This is an optimization exercise on Yosys and OpenROAD, whose aim is small area, a short achievable clock period and few clock cycles per item, not a production implementation. In this exercise RTL edits were held to simulation tests only and were not proved equivalent to the original. Power figures rest on the tool's default switching activity, not on a simulated workload.

// uartty_core
module uartty_core (
    input  wire        clk,
    input  wire        rst,
    input  wire [13:0] cfg_flags,
    input  wire [7:0]  cfg_erase_code,
    input  wire [7:0]  cfg_kill_code,
    input  wire [7:0]  cfg_werase_code,
    input  wire        ev_valid,
    input  wire [2:0]  ev_kind,
    input  wire [7:0]  ev_data,
    output wire        ev_ready,
    output wire        rsp_valid,
    output wire [1:0]  rsp_code,
    output wire [7:0]  rsp_data,
    output wire        rsp_txie,
    output wire        rsp_rd_ready,
    output wire        rsp_tx_full
);
Settings: LEC_CHECK=0, CAP_MARGIN=20, CORE_MARGIN=2, CORE_UTILIZATION=70, CTS_CLUSTER_DIAMETER=100, CTS_CLUSTER_SIZE=30, SETUP_SLACK_MARGIN=5.0, SLEW_MARGIN=20; clock period 8.0 ns.
run.sh (not shown) runs the stock make flow with config.mk's settings and CLKGATE_MAP_FILE= SYNTH_SCRIPT=/design/flow/synth_recipe.tcl, a recipe that flattens the netlist after the stock synthesis.
The starting point completed with no timing, DRC or antenna violations.
Testbench counts at the start, summed over its fixed seeds: cycles 24,270, events 24,000.
Change:
Settings changed: CORE_UTILIZATION 70 to 50.
Effect: Worst setup slack is better by 0.053 ns; maximum frequency went up by 1.7%; cell count went up by 9.8%.
Change:
Settings changed: CAP_MARGIN 20 to 0, CORE_UTILIZATION 50 to 60, SLEW_MARGIN 20 to 0.
The new run passed the timing, DRC and antenna checks. Power goes down by 1.4%. Die area is lower by 16%. Non-clock buffer count does not change. Register-to-register slack hardly moves.
Change:
Settings changed: CAP_MARGIN 0 to 20, SLEW_MARGIN 0 to 20.
Outcome: Area after synthesis does not change. Global-route usage is unchanged. First-iteration DRC count does not change. Fmax does not change. Sequential share of layout area stays the same.

* * *

Another version of the RTL of uartty_core (not shown whole).
Size in the first run: ~3800 cells after synthesis, ~1700 flip-flops, roughly 67 I/O pins, about 0.070 mm^2 of cells after synthesis.
export LEC_CHECK = 0
export CAP_MARGIN = 20
export CORE_MARGIN = 2
export CORE_UTILIZATION = 60
export CTS_CLUSTER_DIAMETER = 100
export CTS_CLUSTER_SIZE = 24
export SETUP_SLACK_MARGIN = 5.0
export SLEW_MARGIN = 20
create_clock -name core_clock -period 8.0 [get_ports {clk}]
The baseline finished clean.
Testbench counts at the start, summed over its fixed seeds: cycles 24,270, events 24,000.
Rerun with:
Settings changed: CORE_UTILIZATION 60 to 65, CTS_CLUSTER_SIZE 24 to 30.
What happened:
- clock power drops by 10%
- area after synthesis does not change
- final area went down by about 0.7%
- worst setup slack loses 0.16 ns
- core utilization rises by 5.0 points
- routed wire length shrinks by 2.8%
- via count falls by about 1%
- die area is lower by 7.6%
- clock-buffer cell count drops by 13
- final cell count came out lower by 2.7%

* * *

Another version of the RTL of uartty_core (not shown whole).
Size in the first run: roughly 4100 cells after synthesis, roughly 1700 flip-flops, about 71000 sq um of cells after synthesis.
clock: 8.0 ns
lec_check: 0
cap_margin: 20
core_margin: 2
core_utilization: 40
setup_slack_margin: 5.0
slew_margin: 20
Testbench counts at the start, summed over its fixed seeds: cycles 24,270, events 24,000.
Next try:
==> flow/flow/run.sh (new file) <==
#!/bin/bash
set -euo pipefail
bash standard.sh SETUP_SLACK_MARGIN=5.6 finish > standard.log 2>&1
==> flow/standard.sh (new file) <==
#!/bin/bash
# synth_recipe.tcl (not shown) runs the flow's synth.tcl, then flattens the netlist and writes it again
# the make line also repeats each setting of config.mk as NAME=value (left out here)
make -C /OpenROAD-flow-scripts/flow DESIGN_CONFIG=/design/flow/config.mk WORK_HOME=/design/flow/orfs CLKGATE_MAP_FILE= SYNTH_SCRIPT=/design/flow/synth_recipe.tcl "${@:-finish}"
Settings changed: SETUP_SLACK_MARGIN 5.0 to not set.
removed: flow/run.sh
=> Combinational power grows by 11%; register-to-register slack gets better by 0.04 ns; core utilization went up by 2.1 points; sequential share of layout area drops by 2.5 points; cell area came out higher by 4.4%; first-iteration DRC count shrinks by 2.2%; routed wire length climbs by 1.5%; die area does not change; non-clock buffer count increases by 129.

* * *

## lane 2
RTL: one of the versions met above, not the one the previous note started from.
For scale: roughly 3800 cells after synthesis, about 67 I/O pins, ~70000 µm² of cells after synthesis.
==> flow/config.mk <==
export PLATFORM = sky130hd
export DESIGN_NAME = uartty_core
export DESIGN_NICKNAME = uartty_core
export VERILOG_FILES = /design/flow/design.v
export SDC_FILE = /design/flow/constraint.sdc
export NUM_CORES = 4
export LEC_CHECK = 0
export CAP_MARGIN = 20
export CORE_MARGIN = 2
export CORE_UTILIZATION = 60
export CTS_CLUSTER_DIAMETER = 100
export CTS_CLUSTER_SIZE = 30
export SETUP_SLACK_MARGIN = 5.0
export SLEW_MARGIN = 20
==> flow/constraint.sdc <==
create_clock -name core_clock -period 8.0 [get_ports {clk}]
set_input_delay 1.6000 -clock core_clock [delete_from_list [all_inputs] [get_ports {clk}]]
set_output_delay 1.6000 -clock core_clock [all_outputs]
set_load 0.01 [all_outputs]
Stock flow here: none of the scripts above is used.
Testbench counts of lane 2, summed over its fixed seeds: cycles 24,270, events 24,000.
> inputs changed (lane 2 -> lane 5)
# lane 2
export LEC_CHECK = 0
export CAP_MARGIN = 20
export CORE_MARGIN = 2
export CORE_UTILIZATION = 60
export CTS_CLUSTER_DIAMETER = 100
export CTS_CLUSTER_SIZE = 30
export SETUP_SLACK_MARGIN = 5.0
export SLEW_MARGIN = 20
create_clock -name core_clock -period 8.0 [get_ports {clk}]
# lane 5
export LEC_CHECK = 0
export CAP_MARGIN = 20
export CORE_MARGIN = 2
export CORE_UTILIZATION = 60
export CTS_CLUSTER_DIAMETER = 100
export CTS_CLUSTER_SIZE = 27
export SETUP_SLACK_MARGIN = 5.0
export SLEW_MARGIN = 20
create_clock -name core_clock -period 8.0 [get_ports {clk}]
First-iteration DRC count went up by a few percent going from lane 2 to lane 5.
Re netlist area before placement: no difference whatsoever between lane 5 and lane 2.
Post-route cell area delta (lane 2 -> lane 5): insignificant
Share of synthesized area spent on multiplexers: lane 2 vs lane 5, no meaningful difference
Fraction of standard cell area that is sequential essentially unchanged between lane 2 and lane 5.
Looking only at area added between synthesis and finish, and setting everything else aside, the higher value of lane 2 and lane 5 goes to lane 5.
Comparing lane 2 and lane 5, the higher worst setup slack is on lane 2.

separate check: timing with driven ports:
How much do the figures lean on ideal ports? The routed layouts below were timed once more, with nothing changed but the port constraints.
Step 1 sets driving cells, clkbuf_16 on the clock port and buf_2 on the other inputs (assumed; they add their load-dependent delay and slew).
Step 2 adds t to the input delays and takes it off the output delays; t is the mean of the earliest and latest rising clock arrival at the registers after step 1. Input paths then give back, and output paths get back, about the clock's delay inside the block.
Three values: no drivers, after step 1, after step 2; two values: the first two.
| run | shift t [ns] | slack for setup (ns) | worst setup path at the end |
|---|---|---|---|
| the first run of note 1 | 0.767 | 4.914 / 4.914 / 4.402 | input to register |
| the second run of note 1 | 0.778 | 4.967 / 4.967 / 4.326 | input to register |
| the third run of note 1 | 0.764 | 4.979 / 4.979 / 4.420 | input to register |
| the fourth run of note 1 | 0.764 | 4.979 / 4.979 / 4.420 | input to register |
| the first run of note 2 | 0.776 | 5.023 / 4.958 / 4.295 | input to register |
| the second run of note 2 | 0.739 | 4.864 / 4.864 / 4.276 | input to register |
| the first run of note 3 | 0.867 | 4.885 / 4.885 / 4.171 | input to register |
| the second run of note 3 | 0.878 | 4.929 / 4.929 / 4.220 | input to register |
| lane 2 | 0.766 | 5.044 / 4.984 / 4.319 | input to register |
| lane 5 | 0.774 | 5.017 / 4.977 / 4.324 | input to register |
After both steps every run listed still meets setup and hold. The setup slack of the first run of note 2, which loses most, moves by -0.065 ns with the drivers and by -0.728 ns with both steps.
